Source: an optimization exercise on an open RTL-to-GDS flow (aim: small area). Production flows keep margins and buffers that such runs may drop. Where RTL was checked, it was by simulation tests only, not by an equivalence proof against the original. Power and IR drop assume default switching activity.

== the baseline ==
// stpm3x_link
module stpm3x_link (
    input  wire        clk,
    input  wire        rst,
    input  wire [7:0]  t_min,         
    input  wire        cmd_valid,
    output wire        cmd_ready,
    input  wire [2:0]  cmd_op,
    input  wire [7:0]  cmd_addr,
    input  wire [39:0] cmd_data,
    output wire        rsp_valid,
    output wire [2:0]  rsp_code,
    output wire [79:0] rsp_data,
    output wire [1:0]  rsp_crc_err,   
    output reg         arb_req,
    input  wire        arb_ack,
    input  wire        arb_gnt,
    output reg         bus_held,
    output reg         spi_cs_n,
    output reg         spi_sclk,
    output wire        spi_mosi,
    input  wire        spi_miso
);
Size in the first run: ~540 cells after synthesis, ~160 I/O pins, roughly 4600 µm² of cells after synthesis.
clock: 8.0 ns
lec_check: 0
cap_margin: 20
core_margin: 2
core_utilization: 40
slew_margin: 20
run.sh (not shown) runs the stock make flow with config.mk's settings and CLKGATE_MAP_FILE= SYNTH_SCRIPT=/design/flow/synth_recipe.tcl, a recipe that flattens the netlist after the stock synthesis.
Looking at the reports, the baseline completed the entire flow and the layout it produced met the timing, DRC and antenna checks.
What the candidate does differently from the baseline at the input level:
Settings: putting CTS_BUF_LIST at sky130_fd_sc_hd__clkbuf_4 where nothing was set; putting ABC_AREA at 1 where nothing was set.
[summary]
- For the final critical delay including setup and external delays, the candidate came in 710 ps lower than the baseline did.
- Number of cells on the critical path ended up 5 higher on the candidate than on the baseline.
- Going from the baseline to the candidate, sequential group power has increased, total non-filler cell area in the finished layout now smaller, utilization increased by 0.39 points relative to the old numbers, compound-gate portion of the synthesized area dropped 5.3 points, die footprint lower.
- Largest voltage drop on the vdd net (higher): the candidate
- When the final numbers for the baseline and the candidate were put side by side, the combinational power turned out to be greater in the candidate.
- Sort the baseline and the candidate by area after synthesis desc -> top: the baseline
- The candidate vs. the baseline: met3 routing resource usage after global routing went up by 0.85 points.


The RTL this note starts from:
==> flow/design.v <==
module stpm3x_crc8 (
    input  wire [31:0] data,
    output reg  [7:0]  crc
);
    integer i;
    reg [7:0] acc;
    always @* begin
        acc = 8'h00;
        for (i = 31; i >= 0; i = i - 1) begin
            if (data[i] ^ acc[7])
                acc = {acc[6:0], 1'b0} ^ 8'h07;
            else
                acc = {acc[6:0], 1'b0};
        end
        crc = acc;
    end
endmodule
module stpm3x_frame_codec (
    input  wire [2:0]  op,
    input  wire [7:0]  a,
    input  wire [39:0] d,
    output reg  [79:0] result
);
    localparam OP_CRC8 = 3'd1;
    localparam OP_ENCW = 3'd2;
    localparam OP_ENCR = 3'd3;
    localparam OP_DEC  = 3'd4;
    localparam OP_CHK  = 3'd5;
    wire [7:0] crc_op;
    stpm3x_crc8 u_crc_op (.data(d[39:8]), .crc(crc_op));
    wire [31:0] encw_body = {8'hFF, a, d[7:0], d[15:8]};
    wire [7:0]  encw_crc;
    stpm3x_crc8 u_crc_encw (.data(encw_body), .crc(encw_crc));
    wire [31:0] encr_body = {a, 24'hFFFFFF};
    wire [7:0]  encr_crc;
    stpm3x_crc8 u_crc_encr (.data(encr_body), .crc(encr_crc));
    wire [7:0] chk_crc;
    stpm3x_crc8 u_crc_chk (.data(d[39:8]), .crc(chk_crc));
    always @* begin
        result = 80'd0;
        case (op)
            OP_CRC8: result[7:0]  = crc_op;
            OP_ENCW: result[39:0] = {encw_body, encw_crc};
            OP_ENCR: result       = {encr_body, encr_crc, 40'hFFFFFFFFDE};
            OP_DEC:  result[31:0] = {d[15:8], d[23:16], d[31:24], d[39:32]};
            OP_CHK:  result[0]    = (chk_crc == d[7:0]);
            default: result       = 80'd0;
        endcase
    end
endmodule
module stpm3x_link (
    input  wire        clk,
    input  wire        rst,
    input  wire [7:0]  t_min,         
    input  wire        cmd_valid,
    output wire        cmd_ready,
    input  wire [2:0]  cmd_op,
    input  wire [7:0]  cmd_addr,
    input  wire [39:0] cmd_data,
    output wire        rsp_valid,
    output wire [2:0]  rsp_code,
    output wire [79:0] rsp_data,
    output wire [1:0]  rsp_crc_err,   
    output wire        arb_req,
    input  wire        arb_ack,
    input  wire        arb_gnt,
    output wire        bus_held,
    output wire        spi_cs_n,
    output reg         spi_sclk,
    output wire        spi_mosi,
    input  wire        spi_miso
);
    localparam [2:0] ST_IDLE  = 3'd0,
                     ST_COMP  = 3'd1,    
                     ST_REQ   = 3'd2,    
                     ST_RES   = 3'd3,    
                     ST_DLYO  = 3'd4,    
                     ST_FRAME = 3'd5,    
                     ST_CLOSE = 3'd6,    
                     ST_DLYE  = 3'd7;    
    localparam [2:0] D_ZERO = 3'd0, D_ONE = 3'd1, D_S39 = 3'd2, D_S31 = 3'd3,
                     D_S23  = 3'd4, D_S15 = 3'd5, D_C7 = 3'd6, D_DE = 3'd7;
    reg  [2:0]  st;
    reg  [2:0]  op;
    reg  [7:0]  cnt;       
    reg         fr;        
    reg         e0, e1;    
    reg  [39:0] S;
    reg  [7:0]  C;
    wire [2:0] bi = cnt[5:3];
    wire [2:0] ki = cnt[2:0];    
    wire s_idle  = (st == ST_IDLE);
    wire s_comp  = (st == ST_COMP);
    wire s_req   = (st == ST_REQ);
    wire s_dlyo  = (st == ST_DLYO);
    wire s_frame = (st == ST_FRAME);
    wire s_dlye  = (st == ST_DLYE);
    wire s_close = (st == ST_CLOSE);
    wire s_res   = (st == ST_RES);
    wire is_rd   = op[0];
    wire is_bus  = (op[2:1] == 2'b11);
    wire cnt0    = (cnt == 8'd0);
    reg        fullrot;    
    reg        ash, bsh;   
    reg        ain_one;    
    reg        bin_c7;     
    reg        c_lfsr, c_shift;
    reg        rx;         
    reg  [2:0] dsel;
    reg        force1;
    always @* begin
        fullrot = 1'b0; ash = 1'b0; bsh = 1'b0; ain_one = 1'b0; bin_c7 = 1'b0;
        c_lfsr = 1'b0; c_shift = 1'b0; rx = 1'b0; dsel = D_ZERO; force1 = 1'b0;
        if ((s_comp && op == 3'd2) || (s_frame && !is_rd)) begin
            case (bi)
                3'd4: begin c_lfsr = 1'b1; dsel = D_ONE; end
                3'd3: begin fullrot = 1'b1; c_lfsr = 1'b1; dsel = fr ? D_S23 : D_S39;
                            force1 = fr && (ki == 3'd0); end
                3'd2: begin fullrot = 1'b1; c_lfsr = 1'b1; dsel = D_S15; end
                3'd1: begin fullrot = 1'b1; c_lfsr = 1'b1; dsel = D_S31; end
                default: begin c_shift = s_frame; dsel = D_C7; end
            endcase
        end else if (s_comp && op[1:0] == 2'b11) begin
            case (bi)
                3'd4: begin fullrot = 1'b1; c_lfsr = 1'b1; dsel = D_S39; end
                3'd3, 3'd2, 3'd1: begin ash = 1'b1; ain_one = 1'b1; c_lfsr = 1'b1; dsel = D_ONE; end
                default: begin bsh = 1'b1; bin_c7 = 1'b1; c_shift = 1'b1; dsel = D_DE; end
            endcase
        end else if (s_comp && op == 3'd1) begin
            if (bi != 3'd0) begin fullrot = 1'b1; c_lfsr = 1'b1; dsel = D_S39; end
        end else if (s_comp && op == 3'd5) begin
            fullrot = 1'b1; c_lfsr = 1'b1; dsel = D_S39;
        end else if (s_comp && op == 3'd4) begin
            if (bi == 3'd4) begin fullrot = 1'b1; c_shift = 1'b1; dsel = D_S39; end
        end else if (s_frame) begin
            rx = 1'b1; c_lfsr = 1'b1; dsel = D_ONE;
            if (!fr) begin
                case (bi)
                    3'd4: begin bsh = 1'b1; dsel = D_S15; end
                    3'd3: ash = 1'b1;
                    3'd0: begin bsh = 1'b1; dsel = D_S15; end
                    default: ;
                endcase
            end else begin
                case (bi)
                    3'd4, 3'd3: ash = 1'b1;
                    3'd0: dsel = D_DE;
                    default: ;
                endcase
            end
        end else if (s_close) begin
            bsh = 1'b1; c_shift = 1'b1; dsel = D_S15;
        end
    end
    wire step = s_comp || s_close || (s_frame && spi_sclk);
    wire de_bit = !((ki == 3'd5) || (ki == 3'd0));
    reg  dsrc;
    always @* begin
        case (dsel)
            D_ONE:   dsrc = 1'b1;
            D_S39:   dsrc = S[39];
            D_S31:   dsrc = S[31];
            D_S23:   dsrc = S[23];
            D_S15:   dsrc = S[15];
            D_C7:    dsrc = C[7];
            D_DE:    dsrc = de_bit;
            default: dsrc = 1'b0;
        endcase
    end
    wire dbit = dsrc | force1;
    wire cin  = rx ? spi_miso : dbit;
    wire ain  = rx ? spi_miso : (ain_one ? 1'b1 : S[15]);
    wire bin  = rx ? spi_miso : (bin_c7 ? C[7] : S[39]);
    assign spi_mosi = dbit;
    wire load  = (s_idle || s_res) && cmd_valid;
    wire cz    = (C == 8'd0);
    wire legal = !S[32] && (S[39:33] != 7'h7F);
    wire first = (cnt[5:0] == 6'd39);
    assign cmd_ready = s_comp && first;
    reg [2:0] st_n;
    reg       ld_t, ld_39, ld_7;
    always @* begin
        st_n = st; ld_t = 1'b0; ld_39 = 1'b0; ld_7 = 1'b0;
        case (st)
            ST_IDLE, ST_RES: if (cmd_valid) begin st_n = ST_COMP; ld_39 = 1'b1; end
                             else st_n = ST_IDLE;
            ST_COMP: begin
                if (first && (op == 3'd0 || (is_bus && !legal))) st_n = ST_RES;
                else if (first && op == 3'd6) st_n = ST_REQ;
                else if (cnt0) st_n = is_bus ? ST_REQ : ST_RES;
            end
            ST_REQ: if (arb_ack) begin st_n = arb_gnt ? ST_DLYO : ST_RES; ld_t = 1'b1; end
            ST_DLYO: if (cnt0) begin st_n = ST_FRAME; ld_39 = 1'b1; end
            ST_FRAME: if (spi_sclk && cnt0) begin
                st_n = (is_rd && !fr) ? ST_DLYO : ST_DLYE; ld_t = 1'b1;
            end
            ST_DLYE: if (cnt0) begin
                if (!is_rd && !fr) begin st_n = ST_DLYO; ld_t = 1'b1; end
                else begin st_n = ST_CLOSE; ld_7 = 1'b1; end
            end
            default: if (cnt0) st_n = ST_RES;    
        endcase
    end
    always @(posedge clk) begin
        if (rst) begin
            st       <= ST_IDLE;
            spi_sclk <= 1'b0;
        end else begin
            st <= st_n;
            if (s_frame) spi_sclk <= !spi_sclk;
        end
    end
    assign arb_req  = s_req;
    assign bus_held = st[2];
    assign spi_cs_n = !(s_frame || s_dlye || (s_dlyo && is_rd && fr));
    always @(posedge clk) begin
        if (ld_t)
            cnt <= t_min;
        else if (ld_39 || ld_7)
            cnt <= {2'b00, ld_39, 2'b00, 3'b111};
        else if (step || !s_frame)
            cnt <= cnt - 8'd1;
        if (load) begin
            op <= cmd_op;
            fr <= 1'b0;
        end
        if ((s_frame || s_dlye) && st_n == ST_DLYO) fr <= 1'b1;
        if (s_comp && first) e0 <= 1'b1;              
        if (s_req) e0 <= 1'b0;                        
        if (s_dlyo && cnt0) e0 <= !cz;
        if (s_dlye && cnt0) e1 <= !cz;
    end
    always @(posedge clk) begin
        if (load || (s_dlyo && cnt0))
            C <= 8'd0;
        else if (step && c_lfsr)
            C <= {C[6:0], 1'b0} ^ ({8{cin ^ C[7]}} & 8'h07);
        else if (step && c_shift)
            C <= {C[6:0], cin};
    end
    always @(posedge clk) begin
        if (load) begin
            S[39:32] <= cmd_op[1] ? cmd_addr : cmd_data[39:32];
            S[31:0]  <= cmd_data[31:0];
        end else if (step) begin
            if (fullrot || ash) S[39:16] <= {S[38:16], ain};
            if (fullrot || bsh) S[15:0]  <= {S[14:0], bin};
        end
    end
    assign rsp_valid = s_res;
    assign rsp_code  = is_bus ? (fr ? {2'b00, is_rd} : (e0 ? 3'd4 : 3'd3))
                     : (op == 3'd0) ? 3'd5 : 3'd2;
    assign rsp_data  = {S[15:8], 24'hFFFFFF, S[7:0], 8'hFF,
                        S[23:16], S[31:24], S[39:32],
                        C[7:1], (op == 3'd5) ? cz : C[0]};
    assign rsp_crc_err = {e1, e0};
endmodule
==> flow/config.mk <==
export PLATFORM = sky130hd
export DESIGN_NAME = stpm3x_link
export DESIGN_NICKNAME = stpm3x_link
export VERILOG_FILES = /design/flow/design.v
export SDC_FILE = /design/flow/constraint.sdc
export NUM_CORES = 4
export LEC_CHECK = 0
export ABC_AREA = 1
export CAP_MARGIN = 20
export CORE_MARGIN = 2
export CORE_UTILIZATION = 40
export SLEW_MARGIN = 20
==> flow/constraint.sdc <==
create_clock -name core_clock -period 8.0 [get_ports {clk}]
set_input_delay 1.6000 -clock core_clock [delete_from_list [all_inputs] [get_ports {clk}]]
set_output_delay 1.6000 -clock core_clock [all_outputs]
set_load 0.01 [all_outputs]
standard.sh (not shown) runs the stock make flow with config.mk's settings and CLKGATE_MAP_FILE= SYNTH_SCRIPT=/design/flow/synth_recipe.tcl, a recipe that flattens the netlist after the stock synthesis.
==> flow/flow/run.sh <==
#!/bin/bash
set -euo pipefail
export BUFFER_PORTS_ARGS="-buffer_cell sky130_fd_sc_hd__buf_1"
export CTS_ARGS="-sink_clustering_enable -repair_clock_nets -dont_use_dummy_load -buf_list {sky130_fd_sc_hd__clkbuf_4 sky130_fd_sc_hd__clkbuf_8} -sink_clustering_size 16"
bash standard.sh synth > synth.log 2>&1
bash standard.sh finish > finish.log 2>&1
Then changed:
==> flow/flow/run.sh (replaced) <==
#!/bin/bash
set -euo pipefail
export BUFFER_PORTS_ARGS="-buffer_cell sky130_fd_sc_hd__buf_1"
export CTS_ARGS="-sink_clustering_enable -repair_clock_nets -dont_use_dummy_load -buf_list sky130_fd_sc_hd__clkbuf_8"
bash standard.sh synth > synth.log 2>&1
bash standard.sh finish > finish.log 2>&1
Effect: Die area stays the same; first-iteration DRC count is unchanged; total power does not change; register-to-register slack is about the same; worst setup slack does not change; synthesized area stays the same; fmax stays the same; flip-flop and latch count stays the same; global-route usage does not change.
No functional check of the RTL was part of any run of this note.

## port drivers added, routing unchanged
The results above use ideal ports. As a check the final layouts listed here were re-extracted and re-timed, cells and wires unchanged.
Step 1 (the two cells are an assumption about what drives the block):
set clk [get_ports {clk}]
set_driving_cell -lib_cell sky130_fd_sc_hd__clkbuf_16 $clk
set_driving_cell -lib_cell sky130_fd_sc_hd__buf_2 [delete_from_list [all_inputs] $clk]
Step 2 moves the port delays by t, midway between the first and last clock arrival at a register: inputs arrive t later, outputs are due t later. That takes back most of the time a late clock gives input paths.
Three values: ideal ports, drivers, drivers and shift; two values: the first two.
run | t, ns | setup WS [ns] | worst setup path after step 2
the baseline | 0.374 | 3.009 / 2.972 / 3.346 | register to output
the candidate | 0.460 | 3.716 / 3.685 / 4.145 | register to output
the first run of note 2 | 0.371 | 4.077 / 4.043 / 4.357 | input to register
the second run of note 2 | 0.371 | 4.077 / 4.043 / 4.357 | input to register
After both steps setup and hold are still met in every run listed.
